Background: an optimization exercise with open tools, aiming at a short achievable clock period and few clock cycles. Do not read the settings as production practice. The RTL was checked by simulation tests, not by an equivalence proof against the original design. Power and IR drop assume default switching activity.

`design/flow/config.mk`:
```
export PLATFORM = sky130hd
export DESIGN_NAME = snappy_comp
export DESIGN_NICKNAME = snappy_comp
export VERILOG_FILES = /design/flow/design.v
export SDC_FILE = /design/flow/constraint.sdc
export NUM_CORES = 4
export LEC_CHECK = 0
export CAP_MARGIN = 20
export CORE_MARGIN = 2
export CORE_UTILIZATION = 40
export SLEW_MARGIN = 20
```
`design/flow/constraint.sdc`:
```
create_clock -name core_clock -period 12.0 [get_ports {clk}]
set_input_delay 2.4000 -clock core_clock [delete_from_list [all_inputs] [get_ports {clk}]]
set_output_delay 2.4000 -clock core_clock [all_outputs]
set_load 0.01 [all_outputs]
```
`design/flow/design.v`:
```
module snappy_comp (
    input  wire        clk,
    input  wire        rst,
    input  wire        start,
    input  wire [8:0]  src_len,
    input  wire [15:0] dst_cap,
    output wire        busy,
    output reg         done,
    output reg  [7:0]  fault,
    output reg  [15:0] result,
    output reg  [15:0] info0,
    output reg  [15:0] info1,
    output wire        in_re,
    output wire [7:0]  in_addr,
    input  wire [7:0]  in_rdata,
    output wire        out_we,
    output wire [8:0]  out_waddr,
    output wire [7:0]  out_wdata
);
    localparam [7:0] F_DST_SMALL  = 8'h21;
    localparam [7:0] F_BAD_REGION = 8'h22;
    localparam [4:0] S_IDLE      = 5'd0,
                     S_HDR0      = 5'd1,
                     S_HDR1      = 5'd2,
                     S_FRAG      = 5'd3,
                     S_SCAN      = 5'd4,
                     S_PROBE     = 5'd5,
                     S_LD_REQ    = 5'd6,
                     S_LD_DATA   = 5'd7,
                     S_LOOKUP    = 5'd8,
                     S_CMP       = 5'd9,
                     S_LIT_TAG   = 5'd10,
                     S_LIT_LEN   = 5'd11,
                     S_LIT_REQ   = 5'd12,
                     S_LIT_WR    = 5'd13,
                     S_EXT_REQA  = 5'd14,
                     S_EXT_DATAA = 5'd15,
                     S_EXT_REQB  = 5'd16,
                     S_EXT_DATAB = 5'd17,
                     S_PIECE     = 5'd18,
                     S_PIECE_B1  = 5'd19,
                     S_PIECE_B2  = 5'd20,
                     S_AFTER     = 5'd21,
                     S_INSERT    = 5'd22,
                     S_REM       = 5'd23,
                     S_FIN       = 5'd24;
    localparam [1:0] R_PROBE = 2'd0,    
                     R_CAND  = 2'd1,    
                     R_INS   = 2'd2;    
    reg [4:0]  state;
    reg [9:0]  n;           
    reg [9:0]  op;          
    reg [9:0]  ip;
    reg [9:0]  next_ip;
    reg [9:0]  ip_limit;
    reg [9:0]  next_emit;
    reg [9:0]  skip;
    reg [9:0]  cand;
    reg        post;        
    reg [1:0]  ld_ret;
    reg [9:0]  ld_addr;
    reg [1:0]  ld_idx;
    reg [31:0] ld_word;
    reg [31:0] w_ip;
    reg        lit_final;   
    reg [9:0]  lit_p;
    reg [9:0]  lit_cnt;
    reg [9:0]  k;           
    reg [7:0]  ext_a;
    reg [9:0]  matched;
    reg [9:0]  rem;         
    reg [6:0]  piece;
    reg [2047:0] tbl;
    reg          tbl_clr;
    reg          tbl_we;
    reg  [7:0]   tbl_waddr;
    reg  [7:0]   tbl_wdata;
    wire [7:0]   h_ld;                     
    wire [7:0]   tbl_rd = tbl[h_ld * 8 +: 8];
    genvar g;
    generate
        for (g = 0; g < 256; g = g + 1) begin : g_tbl
            always @(posedge clk) begin
                if (tbl_clr)
                    tbl[g * 8 +: 8] <= 8'd0;
                else if (tbl_we && tbl_waddr == g)
                    tbl[g * 8 +: 8] <= tbl_wdata;
            end
        end
    endgenerate
    assign busy = (state != S_IDLE);
    wire [31:0] h_prod = ld_word * 32'h1E35A7BD;
    assign h_ld = h_prod[31:24];
    always @(*) begin
        tbl_clr   = (state == S_IDLE) && start;
        tbl_we    = (state == S_LOOKUP) || (state == S_INSERT);
        tbl_waddr = h_ld;
        tbl_wdata = (state == S_LOOKUP) ? ip[7:0] : ip[7:0] - 8'd1;
    end
    wire [9:0] lit_n = lit_cnt - 10'd1;
    wire [6:0] next_piece = (rem >= 10'd68) ? 7'd64 :
                            (rem > 10'd64)  ? 7'd60 : rem[6:0];
    wire [9:0] offset     = ip - cand;
    wire       piece_c1   = (piece < 7'd12) && ({2'b0, offset} < 12'd2048);
    reg        in_re_r;
    reg [7:0]  in_addr_r;
    always @(*) begin
        in_re_r   = 1'b0;
        in_addr_r = 8'd0;
        case (state)
            S_LD_REQ:   begin in_re_r = 1'b1; in_addr_r = ld_addr[7:0] + {6'd0, ld_idx}; end
            S_LIT_REQ:  begin in_re_r = 1'b1; in_addr_r = lit_p[7:0]; end
            S_EXT_REQA: begin in_re_r = (ip + 10'd4 + k < n); in_addr_r = cand[7:0] + 8'd4 + k[7:0]; end
            S_EXT_REQB: begin in_re_r = 1'b1; in_addr_r = ip[7:0] + 8'd4 + k[7:0]; end
            default: ;
        endcase
    end
    assign in_re   = in_re_r;
    assign in_addr = in_addr_r;
    reg        we_r;
    reg [7:0]  wd_r;
    always @(*) begin
        we_r = 1'b0;
        wd_r = 8'd0;
        case (state)
            S_HDR0:     begin we_r = 1'b1; wd_r = (n >= 10'd128) ? {1'b1, n[6:0]} : {1'b0, n[6:0]}; end
            S_HDR1:     begin we_r = 1'b1; wd_r = {5'd0, n[9:7]}; end
            S_LIT_TAG:  begin
                            we_r = 1'b1;
                            wd_r = (lit_n < 10'd60) ? {lit_n[5:0], 2'b00} : 8'hF0;
                        end
            S_LIT_LEN:  begin we_r = 1'b1; wd_r = lit_n[7:0]; end
            S_LIT_WR:   begin we_r = 1'b1; wd_r = in_rdata; end
            S_PIECE:    begin
                            we_r = (piece != 7'd0);
                            if (piece_c1)
                                wd_r = {1'b0, offset[9:8], piece[2:0] - 3'd4, 2'b01};
                            else
                                wd_r = {piece[5:0] - 6'd1, 2'b10};
                        end
            S_PIECE_B1: begin we_r = 1'b1; wd_r = offset[7:0]; end
            S_PIECE_B2: begin we_r = 1'b1; wd_r = {6'd0, offset[9:8]}; end
            default: ;
        endcase
    end
    assign out_we    = we_r;
    assign out_waddr = op[8:0];
    assign out_wdata = wd_r;
    wire [9:0] req_len = 10'd32 + {1'b0, src_len} + ({1'b0, src_len} / 10'd6);
    wire [9:0] stride  = {5'd0, skip[9:5]};
    always @(posedge clk) begin
        if (rst) begin
            state     <= S_IDLE;
            done      <= 1'b0;
            fault     <= 8'd0;
            result    <= 16'd0;
            info0     <= 16'd0;
            info1     <= 16'd0;
            n         <= 10'd0;
            op        <= 10'd0;
            ip        <= 10'd0;
            next_ip   <= 10'd0;
            ip_limit  <= 10'd0;
            next_emit <= 10'd0;
            skip      <= 10'd0;
            cand      <= 10'd0;
            post      <= 1'b0;
            ld_ret    <= R_PROBE;
            ld_addr   <= 10'd0;
            ld_idx    <= 2'd0;
            ld_word   <= 32'd0;
            w_ip      <= 32'd0;
            lit_final <= 1'b0;
            lit_p     <= 10'd0;
            lit_cnt   <= 10'd0;
            k         <= 10'd0;
            ext_a     <= 8'd0;
            matched   <= 10'd0;
            rem       <= 10'd0;
            piece     <= 7'd0;
        end else begin
            done <= 1'b0;
            case (state)
                S_IDLE: begin
                    if (start) begin
                        n      <= {1'b0, src_len};
                        op     <= 10'd0;
                        fault  <= 8'd0;
                        result <= 16'd0;
                        info0  <= 16'd0;
                        info1  <= 16'd0;
                        if (src_len > 9'd256) begin
                            done  <= 1'b1;
                            fault <= F_BAD_REGION;
                        end else if ({6'd0, req_len} > dst_cap) begin
                            done  <= 1'b1;
                            fault <= F_DST_SMALL;
                            info0 <= {6'd0, req_len};
                            info1 <= dst_cap;
                        end else begin
                            state <= S_HDR0;
                        end
                    end
                end
                S_HDR0: begin
                    op <= op + 10'd1;
                    state <= (n >= 10'd128) ? S_HDR1 : S_FRAG;
                end
                S_HDR1: begin
                    op    <= op + 10'd1;
                    state <= S_FRAG;
                end
                S_FRAG: begin
                    next_emit <= 10'd0;
                    if (n == 10'd0)
                        state <= S_FIN;
                    else if (n < 10'd15)
                        state <= S_REM;
                    else begin
                        ip_limit <= n - 10'd15;
                        ip       <= 10'd1;
                        state    <= S_SCAN;
                    end
                end
                S_SCAN: begin
                    skip    <= 10'd32;
                    next_ip <= ip;
                    state   <= S_PROBE;
                end
                S_PROBE: begin
                    ip   <= next_ip;
                    skip <= skip + 10'd1;
                    next_ip <= next_ip + stride;
                    if (next_ip + stride > ip_limit)
                        state <= S_REM;
                    else begin
                        post    <= 1'b0;
                        ld_addr <= next_ip;
                        ld_idx  <= 2'd0;
                        ld_ret  <= R_PROBE;
                        state   <= S_LD_REQ;
                    end
                end
                S_LD_REQ: begin
                    state <= S_LD_DATA;
                end
                S_LD_DATA: begin
                    ld_word <= {in_rdata, ld_word[31:8]};
                    ld_idx  <= ld_idx + 2'd1;
                    if (ld_idx != 2'd3)
                        state <= S_LD_REQ;
                    else begin
                        case (ld_ret)
                            R_PROBE: state <= S_LOOKUP;
                            R_CAND:  state <= S_CMP;
                            default: state <= S_INSERT;
                        endcase
                    end
                end
                S_LOOKUP: begin
                    w_ip          <= ld_word;
                    cand          <= {2'd0, tbl_rd};
                    ld_addr       <= {2'd0, tbl_rd};
                    ld_idx        <= 2'd0;
                    ld_ret        <= R_CAND;
                    state         <= S_LD_REQ;
                end
                S_CMP: begin
                    if (ld_word == w_ip) begin
                        k <= 10'd0;
                        if (post)
                            state <= S_EXT_REQA;
                        else begin
                            lit_final <= 1'b0;
                            lit_p     <= next_emit;
                            lit_cnt   <= ip - next_emit;
                            state     <= S_LIT_TAG;
                        end
                    end else if (post) begin
                        ip    <= ip + 10'd1;
                        state <= S_SCAN;
                    end else begin
                        state <= S_PROBE;
                    end
                end
                S_LIT_TAG: begin
                    op    <= op + 10'd1;
                    state <= (lit_n < 10'd60) ? S_LIT_REQ : S_LIT_LEN;
                end
                S_LIT_LEN: begin
                    op    <= op + 10'd1;
                    state <= S_LIT_REQ;
                end
                S_LIT_REQ: begin
                    state <= S_LIT_WR;
                end
                S_LIT_WR: begin
                    op      <= op + 10'd1;
                    lit_p   <= lit_p + 10'd1;
                    lit_cnt <= lit_cnt - 10'd1;
                    if (lit_cnt != 10'd1)
                        state <= S_LIT_REQ;
                    else if (lit_final)
                        state <= S_FIN;
                    else
                        state <= S_EXT_REQA;
                end
                S_EXT_REQA: begin
                    if (ip + 10'd4 + k < n)
                        state <= S_EXT_DATAA;
                    else begin
                        matched <= k + 10'd4;
                        rem     <= k + 10'd4;
                        state   <= S_PIECE;
                        piece   <= 7'd0;
                    end
                end
                S_EXT_DATAA: begin
                    ext_a <= in_rdata;
                    state <= S_EXT_REQB;
                end
                S_EXT_REQB: begin
                    state <= S_EXT_DATAB;
                end
                S_EXT_DATAB: begin
                    if (in_rdata == ext_a) begin
                        k     <= k + 10'd1;
                        state <= S_EXT_REQA;
                    end else begin
                        matched <= k + 10'd4;
                        rem     <= k + 10'd4;
                        state   <= S_PIECE;
                        piece   <= 7'd0;
                    end
                end
                S_PIECE: begin
                    if (piece == 7'd0) begin
                        piece <= next_piece;
                        state <= S_PIECE;
                    end else begin
                        op    <= op + 10'd1;
                        state <= S_PIECE_B1;
                    end
                end
                S_PIECE_B1: begin
                    op  <= op + 10'd1;
                    rem <= rem - {3'd0, piece};
                    if (!piece_c1)
                        state <= S_PIECE_B2;
                    else if (rem == {3'd0, piece})
                        state <= S_AFTER;
                    else begin
                        piece <= 7'd0;
                        state <= S_PIECE;
                    end
                end
                S_PIECE_B2: begin
                    op <= op + 10'd1;
                    if (rem == 10'd0)
                        state <= S_AFTER;
                    else begin
                        piece <= 7'd0;
                        state <= S_PIECE;
                    end
                end
                S_AFTER: begin
                    ip        <= ip + matched;
                    next_emit <= ip + matched;
                    if (ip + matched >= ip_limit)
                        state <= S_REM;
                    else begin
                        ld_addr <= ip + matched - 10'd1;
                        ld_idx  <= 2'd0;
                        ld_ret  <= R_INS;
                        state   <= S_LD_REQ;
                    end
                end
                S_INSERT: begin
                    post    <= 1'b1;
                    ld_addr <= ip;
                    ld_idx  <= 2'd0;
                    ld_ret  <= R_PROBE;
                    state   <= S_LD_REQ;
                end
                S_REM: begin
                    if (next_emit < n) begin
                        lit_final <= 1'b1;
                        lit_p     <= next_emit;
                        lit_cnt   <= n - next_emit;
                        state     <= S_LIT_TAG;
                    end else
                        state <= S_FIN;
                end
                S_FIN: begin
                    state  <= S_IDLE;
                    done   <= 1'b1;
                    result <= {6'd0, op};
                end
                default: state <= S_IDLE;
            endcase
        end
    end
endmodule
```
`design/flow/run.sh`:
```
#!/bin/bash
# synth_recipe.tcl (not shown) runs the flow's synth.tcl, then flattens the netlist and writes it again
# the make line also repeats each setting of config.mk as NAME=value (left out here)
make -C /OpenROAD-flow-scripts/flow DESIGN_CONFIG=/design/flow/config.mk WORK_HOME=/design/flow/orfs CLKGATE_MAP_FILE= SYNTH_SCRIPT=/design/flow/synth_recipe.tcl finish
```
==> load_flow_metrics.sql <==
INSERT INTO impl_metrics (metric_group, metric, value, unit) VALUES
('outcome', 'run_status', 'finished clean', ''),
('critical_path', 'timing.critical_path.mode_cell', 'sky130_fd_sc_hd__fa_1', ''),
('synth', 'yosysWarningCount', '1', ''),
('critical_path', 'critical_path_peak_fanout', '44', ''),
('synth', 'synthFlopType', 'sky130_fd_sc_hd__dfxtp_1', ''),
('critical_path', 'cpLargestDelayFamily', 'adder cells', ''),
('floorplanning', 'die-width', '534', 'um'),
('sta', 'final_setup_violations', '0', ''),
('critical_path', 'worstReg2RegStart', 'ld_word[15]$_SDFFE_PP0P_', ''),
('sta', 'timing.final.crit_period', '11.04', 'ns'),
('final_layout', 'layout.cells.non_filler', '15600', ''),
('critical_path', 'critPathLaunchType', 'flip-flop', ''),
('synth', 'postSynthAreaPerCell', '9.23', 'um2'),
('pwr', 'total_leakage_power', '0.0416', 'uW'),
('cts', 'tritoncts', 'built', ''),
('routing', 'drt_first_pass_iters', '8', ''),
('floorplanning', 'std_cell_rows', '194', ''),
('placed_design', 'place_congestion', '0.944', ''),
('routing', 'route.vias.total', '92800', ''),
('floorplanning', 'die_area', '0.285', 'mm2'),
('critical_path', 'critical_path.endpoint_type', 'flip-flop', ''),
('global_route', 'global_route.usage.met2', '40.2', '%'),
('sta', 'period_share', '92.0', '%'),
('global_route', 'groute.layer.met1.usage', '35.2', '%'),
('final_layout', 'final_core_util', '44.8', '%'),
('cts', 'post_cts_buffers', '0', ''),
('sta', 'grt_setup_unrepaired', 'no', ''),
('sta', 'timing.final.hold_violations', '0', ''),
('cts', 'htree_num_levels', '5', ''),
('routing', 'ant_nets', '0', ''),
('routing', 'drt-wirelength-per-cell', '24.5', 'um'),
('cts', 'numClockSinks', '2311', ''),
('global_route', 'antenna_found_initial', '18', ''),
('final_layout', 'stdcell_area', '0.125', 'mm2'),
('critical_path', 'critPathKind', 'reg -> reg', ''),
('sta', 'skew', '0.105', 'ns'),
('cts', 'max-clock-path-buffers', '4', ''),
('synth', 'synthDistinctLibCells', '89', ''),
('final_layout', 'layout-area-overhead-vs-synth', '11.3', '%'),
('placed_design', 'dpl-instance-area', '0.116', 'mm2'),
('critical_path', 'worst-path-buf-inv', '7', ''),
('synth', 'dominant_cells_by_area_after_synthesis', 'sky130_fd_sc_hd__dfxtp_1, sky130_fd_sc_hd__a211oi_1, sky130_fd_sc_hd__mux4_2, sky130_fd_sc_hd__nor2_1, sky130_fd_sc_hd__fa_1', ''),
('final_layout', 'most_common_cell_after_layout_fill_and_taps_aside', 'sky130_fd_sc_hd__dfxtp_1', ''),
('synth', 'synth_cells', '12200', ''),
('global_route', 'grt.overflow.total', '0', ''),
('floorplanning', 'initial_utilization', '40.2', '%'),
('global_route', 'grt_busiest_layer', 'met2', ''),
('worst_hold_path', 'hold_class', 'reg -> reg', ''),
('worst_hold_path', 'min-delay-start', 'fault[5]$_SDFFE_PP0P_', ''),
('cts', 'ctsResizeCount', '0', ''),
('cts', 'worstSkewPairLatency', '0.89', 'ns'),
('synth', 'postSynthRegisterBits', '2311', ''),
('sta', 'final_max_slew_viol_count', '0', ''),
('global_route', 'grt_start_max_net_pins', '248', ''),
('final_layout', 'final.fill_count', '26300', ''),
('routing', 'viasPerCell', '5.95', ''),
('synth', 'synth_largest_area_cell', 'sky130_fd_sc_hd__dfxtp_1', ''),
('routing', 'route.detailed.drc', '0', ''),
('synth', 'synth-seq-area-share', '41.2', '%'),
('final_layout', 'ff_latch_area', '0.0463', 'mm2'),
('placed_design', 'buffer_ports.inserted', '103', ''),
('sta', 'fmax', '90.6', 'MHz'),
('global_route', 'grt_met3_usage', '5.36', '%'),
('critical_path', 'worst_path_largest_cell_delay', '0.85', 'ns'),
('pwr', 'ir_worst_vdd', '0.000117', 'V'),
('placed_design', 'dpl_worst_slack', '1.20', 'ns'),
('floorplanning', 'core_ar', '0.279', 'mm2'),
('critical_path', 'timing.critical_path.required', '12.71', 'ns'),
('final_layout', 'most-common-layout-cells', 'sky130_fd_sc_hd__dfxtp_1, sky130_fd_sc_hd__nor2_1, sky130_fd_sc_hd__a211oi_1, sky130_fd_sc_hd__nand2_1, sky130_fd_sc_hd__a21oi_1', ''),
('cts', 'numCtsBuffers', '269', ''),
('critical_path', 'crit_arrival', '11.75', 'ns');
-- cell type report --
cell class / instances / area share, %
antenna: 8 / 0.0160
clock inverter: 86 / 0.879
multi-input combinational: 8251 / 47.7
clock buffer: 376 / 6.24
sequential: 2311 / 37.0
tap: 3724 / 3.72
timing repair buffer: 405 / 3.08
inverter: 451 / 1.35
-- flip-flops by register name, summed over array words and instances, names as in the netlist, 7 cells and up --
register,cells
next_emit,10
result,10
rem,10
next_ip,10
ext_a,8
skip,10
w_ip,32
n,9
k,10
piece,7
matched,10
info1,16
ip,10
lit_cnt,10
info0,10
ip_limit,10
cand,8
op,10
ld_addr,8
ld_word,32
lit_p,8
tbl,2048
-- power breakdown --
part           switching [uW]  total, uW  internal (uW)
Sequential               21.3       7700           7680
Combinational             772        962            190
Clock                    3360       8360           5000
-- cells by family (layout without fill, tap and decap cells) --
kind of cell	Yosys count	in the layout	synth area share, %
AO/OA/AOI/OAI	3544	3544	20.7
AND/OR/NAND/NOR	3350	3350	12.0
flip-flops	2311	2311	41.2
buffers and inverters	1631	1318	6.13
adder cells (fa/ha/maj)	575	575	7.97
multiplexers	549	549	10.4
XOR/XNOR	216	216	1.70
other	1	25	0.00334
-- synth_stat cells, types with 208 or more instances --
| cell type | count |
|---|---|
| sky130_fd_sc_hd__dfxtp_1 | 2311 |
| sky130_fd_sc_hd__nor2_1 | 2076 |
| sky130_fd_sc_hd__a211oi_1 | 1577 |
| sky130_fd_sc_hd__nand2_1 | 896 |
| sky130_fd_sc_hd__a21oi_1 | 800 |
| sky130_fd_sc_hd__clkbuf_1 | 792 |
| sky130_fd_sc_hd__o21ai_0 | 620 |
| sky130_fd_sc_hd__mux4_2 | 495 |
| sky130_fd_sc_hd__inv_1 | 450 |
| sky130_fd_sc_hd__ha_1 | 339 |
| sky130_fd_sc_hd__buf_2 | 263 |
| sky130_fd_sc_hd__fa_1 | 235 |
| sky130_fd_sc_hd__a22oi_1 | 208 |
-- path summary, 6_finish.rpt --
| path | endpoint | slack [ns] | cells after the start |
|---|---|---|---|
| setup / recovery | ld_addr[3]$_SDFFE_PP0P_ | 0.96 | 27 |
| hold reg to reg | fault[5]$_SDFFE_PP0P_ | 0.46 | 2 |
| setup reg to reg | ld_addr[3]$_SDFFE_PP0P_ | 0.96 | 27 |
| hold / removal | fault[5]$_SDFFE_PP0P_ | 0.46 | 2 |
-- layer usage --
metal,routed length (um),up-vias
met5,104,-
met1,161000,45600
met4,16800,14
met3,33400,780
li1,-,42500
met2,171000,3899
-- worst reg2reg max path: cells and delay by family (launching register included) --
family / cells / cell delay, ns
adder cells (fa/ha/maj): 9 / 4.50
buffers and inverters: 7 / 1.25
AND/OR/NAND/NOR: 5 / 2.48
AO/OA/AOI/OAI: 5 / 1.52
flip-flops: 1 / 0.78
multiplexers: 1 / 0.40
-- per-stage QoR --
step / hold WS, ns / power (uW)
finish: 0.456 / 17000
global route: 0.468 / 17500
CTS: 0.455 / 17100
detailed placement: 0.448 / 8810
global placement: 0.448 / 8790
floorplan: 0.432 / 8540
Testbench counts, summed over its fixed seeds: cycles 512,406.

## static timing again, ports no longer ideal
Ports are ideal in the flow. The routed layout listed here was re-timed in OpenROAD.
Step 1 (the two cells are an assumption about what drives the block):
set clk [get_ports {clk}]
set_driving_cell -lib_cell sky130_fd_sc_hd__clkbuf_16 $clk
set_driving_cell -lib_cell sky130_fd_sc_hd__buf_2 [delete_from_list [all_inputs] $clk]
Step 2 moves the port delays by t, midway between the first and last clock arrival at a register: inputs arrive t later, outputs are due t later. That takes back most of the time a late clock gives input paths.
a / b / c = ideal ports / drivers / drivers and shift; a / b = the first two.
t (ns): 0.930
setup slack, ns: 0.958 / 0.958 / 0.958
latest minus earliest clock arrival (ns): 0.105 / 0.105
worst register clock-pin slew, ns: 0.07 / 0.07
worst data-port slew with drivers (ns): 0.07
After both steps this run still meets setup and hold. For this run, drivers alone change the setup slack by 0.000 ns; drivers and shift together by 0.000 ns.
